What follows belongs to an exercise in optimizing a design on an open flow for small area, a short achievable clock period and few clock cycles per item; a production flow would make more cautious choices.
Where RTL was checked, it was by simulation tests only, not by an equivalence proof against the original.

==> flow/design.v <==
module idt_frame_decoder (
    input  wire        clk,
    input  wire        rst,         
    input  wire        tailoff,     
    input  wire        in_valid,
    input  wire [7:0]  in_data,
    input  wire        in_last,
    output wire        in_ready,
    output reg         res_valid,
    output wire [31:0] res_info,    
    output wire [31:0] res_crc,     
    output wire [31:0] res_len,     
    output wire [31:0] res_addr,    
    output wire [8:0]  rx_track,    
    output wire [15:0] rx_cnt       
);
    localparam [2:0] C_OK = 3'd0, C_NO_DELIM = 3'd1, C_BAD_LEN = 3'd2,
                     C_BAD_CRC = 3'd3, C_BAD_COMPL = 3'd4, C_SEQ_ERR = 3'd5;
    localparam [1:0] T_NONE = 2'd0, T_HEAD = 2'd1, T_DATA = 2'd2, T_TAIL = 2'd3;
    function [15:0] crc_table;
        input [7:0] i;
        integer k;
        reg [15:0] r;
        begin
            r = {i, 8'h00};
            for (k = 0; k < 8; k = k + 1)
                r = r[15] ? ((r << 1) ^ 16'h1021) : (r << 1);
            crc_table = r;
        end
    endfunction
    function [15:0] crc_step;
        input [15:0] c;
        input [7:0]  b;
        begin
            crc_step = {c[7:0], 8'h00} ^ crc_table(c[15:8] ^ b);
        end
    endfunction
    reg         fresh;           
    reg  [10:0] q;
    reg         qz, qh;          
    reg         hd;              
    reg         da, ed;          
    reg         cs;              
    reg  [7:0]  n;               
    reg         co;              
    reg  [15:0] acc;             
    reg  [7:0]  d1, d2;          
    reg  [63:0] hl;              
    reg  [7:0]  rx_exp;
    reg         rx_inxfer;
    reg  [15:0] rx_count;
    reg         pend;            
    reg         rdy;             
    reg         s_cs;            
    reg         s_hi, s_lo;      
    reg         s_co;            
    reg         s_seq;           
    reg  [2:0]  r_code;
    reg  [1:0]  r_type;
    assign in_ready = rdy;
    assign rx_track = {rx_inxfer, rx_exp};
    assign rx_cnt   = rx_count;
    assign res_info = {5'd0, q, n, 1'b0, r_code, 2'b00, r_type};
    assign res_crc  = {acc, d2, d1};
    assign res_len  = hl[63:32];
    assign res_addr = hl[31:0];
    wire       accept = in_valid && rdy;
    wire       done   = accept && in_last;
    wire [7:0] b  = in_data;
    wire q_lo0 = qz;
    wire q_hi1 = qh;
    wire p1    = !fresh && q_hi1 && q[1:0] == 2'd0;
    wire p2    = !fresh && q_hi1 && q[1:0] == 2'd1;
    wire p3    = !fresh && q_hi1 && q[1:0] == 2'd2;
    wire p4    = !fresh && q_hi1 && q[1:0] == 2'd3;    
    wire over  = !fresh && q[10] && !q_hi1;            
    wire compl_ok  = hd || co;
    wire data_ok   = rx_inxfer && (n == rx_exp);
    wire tail_ok   = rx_inxfer && (tailoff ? (n == rx_exp) : (n == rx_count[7:0]));
    wire seq_ok    = hd || (da ? data_ok : tail_ok);
    wire hd_n = fresh ? (b == 8'hFE) :
                p1    ? (hd && b == 8'h00) :
                p2    ? (hd && b == 8'hFF) :
                p3    ? (hd && b == 8'h01) : hd;
    wire da_n = fresh ? (b == 8'hDA) : da;
    wire ed_n = fresh ? (b == 8'hED) : ed;
    wire csx = cs && !fresh;                           
    wire l_ge4  = !(qh && q[1:0] != 2'd3);                   
    wire l_over = q[10] && !qh && (q[9:0] != 10'd0);         
    wire [1:0] e_type = l_over ? T_NONE :
                        (hd && l_ge4) ? T_HEAD : da ? T_DATA : ed ? T_TAIL : T_NONE;
    wire v_fld = s_cs && s_hi && s_lo && s_co;           
    wire [2:0] v_code = !s_cs            ? ((e_type == T_NONE && !l_over) ? C_NO_DELIM : C_BAD_LEN) :
                        !(s_hi && s_lo)  ? C_BAD_CRC :
                        !s_co            ? C_BAD_COMPL :
                        s_seq            ? C_OK : C_SEQ_ERR;
    wire n13   = !fresh && q == 11'd7;                           
    wire n4    = p3;                                             
    wire ndat  = !fresh && (q_hi1 ? q[1] : !(q[10:0] >= 11'd1023));   
    wire cs_n  = hd ? n13 : da ? ndat : ed ? n4 : 1'b0;    
    wire [11:4] p_hl;
    assign p_hl[4] = p4;
    genvar g;
    generate
        for (g = 5; g <= 11; g = g + 1) begin : g_phl
            assign p_hl[g] = !fresh && q_lo0 && q[2:0] == (g - 5);
        end
    endgenerate
    wire        clr_crc = pend && !s_cs;
    wire        clr_chk = pend && !(v_fld && da);
    wire        clr_n   = pend && !(v_fld && !hd);
    wire        clr_hl  = pend && !(v_fld && hd);
    wire        wr_acc  = accept && (fresh || !in_last);
    wire [15:0] acc_d   = fresh ? 16'h0000 : crc_step(acc, d1);
    wire [10:0] q_d     = fresh ? 11'd2044 : q + 11'd1;
    wire [7:0] cnt_hi_inc = rx_count[15:8] + 8'd1;
    integer j;
    always @(posedge clk) begin
        acc <= wr_acc ? acc_d : (acc & {16{!clr_crc}});
        d1  <= accept ? b  : (d1 & {8{!clr_crc}});
        d2  <= accept ? d1 : (d2 & {8{!clr_crc}});
        if (accept) begin
            qz <= !fresh && ((qh && q[1:0] == 2'd3) || (qz && q[2:0] != 3'd7));
            qh <= fresh || (qh && q[1:0] != 2'd3);
        end else if (clr_chk) begin
            qz <= 1'b1;
            qh <= 1'b0;
        end
        q   <= accept ? q_d : (q & {11{!clr_chk}});
        n   <= (accept && p1) ? b : (n & {8{!clr_n}});
        for (j = 4; j <= 11; j = j + 1)
            hl[(11-j)*8 +: 8] <= (accept && p_hl[j]) ? b : (hl[(11-j)*8 +: 8] & {8{!clr_hl}});
        s_cs   <= csx;
        s_hi   <= (acc[15:8] == d1);
        s_lo   <= (acc[7:0] == b);
        s_co   <= compl_ok;
        s_seq  <= seq_ok;
        r_code <= v_code;
        r_type <= e_type;
        if (accept) begin
            hd <= hd_n;
            da <= da_n;
            ed <= ed_n;
            cs <= cs_n;
            if (p2)
                co <= (b == ~n);
        end
        if (rst) begin
            fresh     <= 1'b1;
            pend      <= 1'b0;
            rdy       <= 1'b1;
            res_valid <= 1'b0;
            rx_exp    <= 8'd1;
            rx_inxfer <= 1'b0;
            rx_count  <= 16'd0;
        end else begin
            pend      <= done;
            rdy       <= !done;
            res_valid <= pend;
            if (accept)
                fresh <= in_last;
            if (pend && v_fld && s_seq) begin
                if (hd) begin
                    rx_exp    <= 8'd1;
                    rx_count  <= 16'd0;
                    rx_inxfer <= 1'b1;
                end else if (da) begin
                    rx_exp   <= rx_exp + 8'd1;
                    rx_count <= {(rx_exp == 8'd0) ? cnt_hi_inc : rx_count[15:8], rx_exp};
                end else begin
                    rx_inxfer <= 1'b0;
                end
            end
        end
    end
endmodule
Settings: LEC_CHECK=0, CAP_MARGIN=20, CORE_MARGIN=2, CORE_UTILIZATION=65, CTS_BUF_LIST=sky130_fd_sc_hd__clkbuf_8, SETUP_SLACK_MARGIN=2.1, SLEW_MARGIN=20; clock period 4.0 ns.
standard.sh (not shown) runs the stock make flow with config.mk's settings and CLKGATE_MAP_FILE= SYNTH_SCRIPT=/design/flow/synth_recipe.tcl, a recipe that flattens the netlist after the stock synthesis.
==> flow/flow/run.sh <==
#!/bin/bash
set -euo pipefail
here=$(pwd)
bash standard.sh BUFFER_PORTS_ARGS="-buffer_cell sky130_fd_sc_hd__buf_1" \
    POST_GLOBAL_PLACE_TCL="$here/flow/post_gpl.tcl" finish > flow_make.log 2>&1
==> flow/flow/post_gpl.tcl <==
# Size up the buffers that buffer_ports put on the input ports.
set n 0
foreach port [get_ports -filter "direction == input"] {
  set pname [get_full_name $port]
  if {$pname eq "clk"} { continue }
  foreach pin [get_pins -of_objects [get_nets -of_objects $port]] {
    set inst [get_cells -of_objects $pin]
    set iname [get_full_name $inst]
    set master [get_property $inst ref_name]
    if {[string match "input*" $iname] && [string match "sky130_fd_sc_hd__buf_*" $master]} {
      replace_cell $inst sky130_fd_sc_hd__buf_4
      incr n
    }
  }
}
puts "post_gpl: sized up $n input port buffers"
The starting point did not get past 3_3_place_gp on STA-0100.
Edit:
--- a/flow/design.v
+++ b/flow/design.v
@@ -56,4 +56,6 @@
     reg         s_co;            
     reg         s_seq;           
+    reg         s_nd;            
+    reg  [1:0]  s_type;
     reg  [2:0]  r_code;
     reg  [1:0]  r_type;
@@ -85,11 +87,10 @@
     wire da_n = fresh ? (b == 8'hDA) : da;
     wire ed_n = fresh ? (b == 8'hED) : ed;
+    wire is_head = hd_n && !fresh && !p1 && !p2;       
+    wire [1:0] v_type = over    ? T_NONE :
+                        is_head ? T_HEAD : da_n ? T_DATA : ed_n ? T_TAIL : T_NONE;
     wire csx = cs && !fresh;                           
-    wire l_ge4  = !(qh && q[1:0] != 2'd3);                   
-    wire l_over = q[10] && !qh && (q[9:0] != 10'd0);         
-    wire [1:0] e_type = l_over ? T_NONE :
-                        (hd && l_ge4) ? T_HEAD : da ? T_DATA : ed ? T_TAIL : T_NONE;
     wire v_fld = s_cs && s_hi && s_lo && s_co;           
-    wire [2:0] v_code = !s_cs            ? ((e_type == T_NONE && !l_over) ? C_NO_DELIM : C_BAD_LEN) :
+    wire [2:0] v_code = !s_cs            ? (s_nd ? C_NO_DELIM : C_BAD_LEN) :
                         !(s_hi && s_lo)  ? C_BAD_CRC :
                         !s_co            ? C_BAD_COMPL :
@@ -136,6 +137,8 @@
         s_co   <= compl_ok;
         s_seq  <= seq_ok;
+        s_nd   <= (v_type == T_NONE) && !over;
+        s_type <= v_type;
         r_code <= v_code;
-        r_type <= e_type;
+        r_type <= s_type;
         if (accept) begin
             hd <= hd_n;
The changed run did not get past 3_3_place_gp.
Synthesized area climbs slightly.
Synthesized cell count stays the same.
Testbench counts after the change, summed over its fixed seeds: cycles 135,708, bytes 135,489.
The RTL of the first run of this note was laid out without a check of its function.
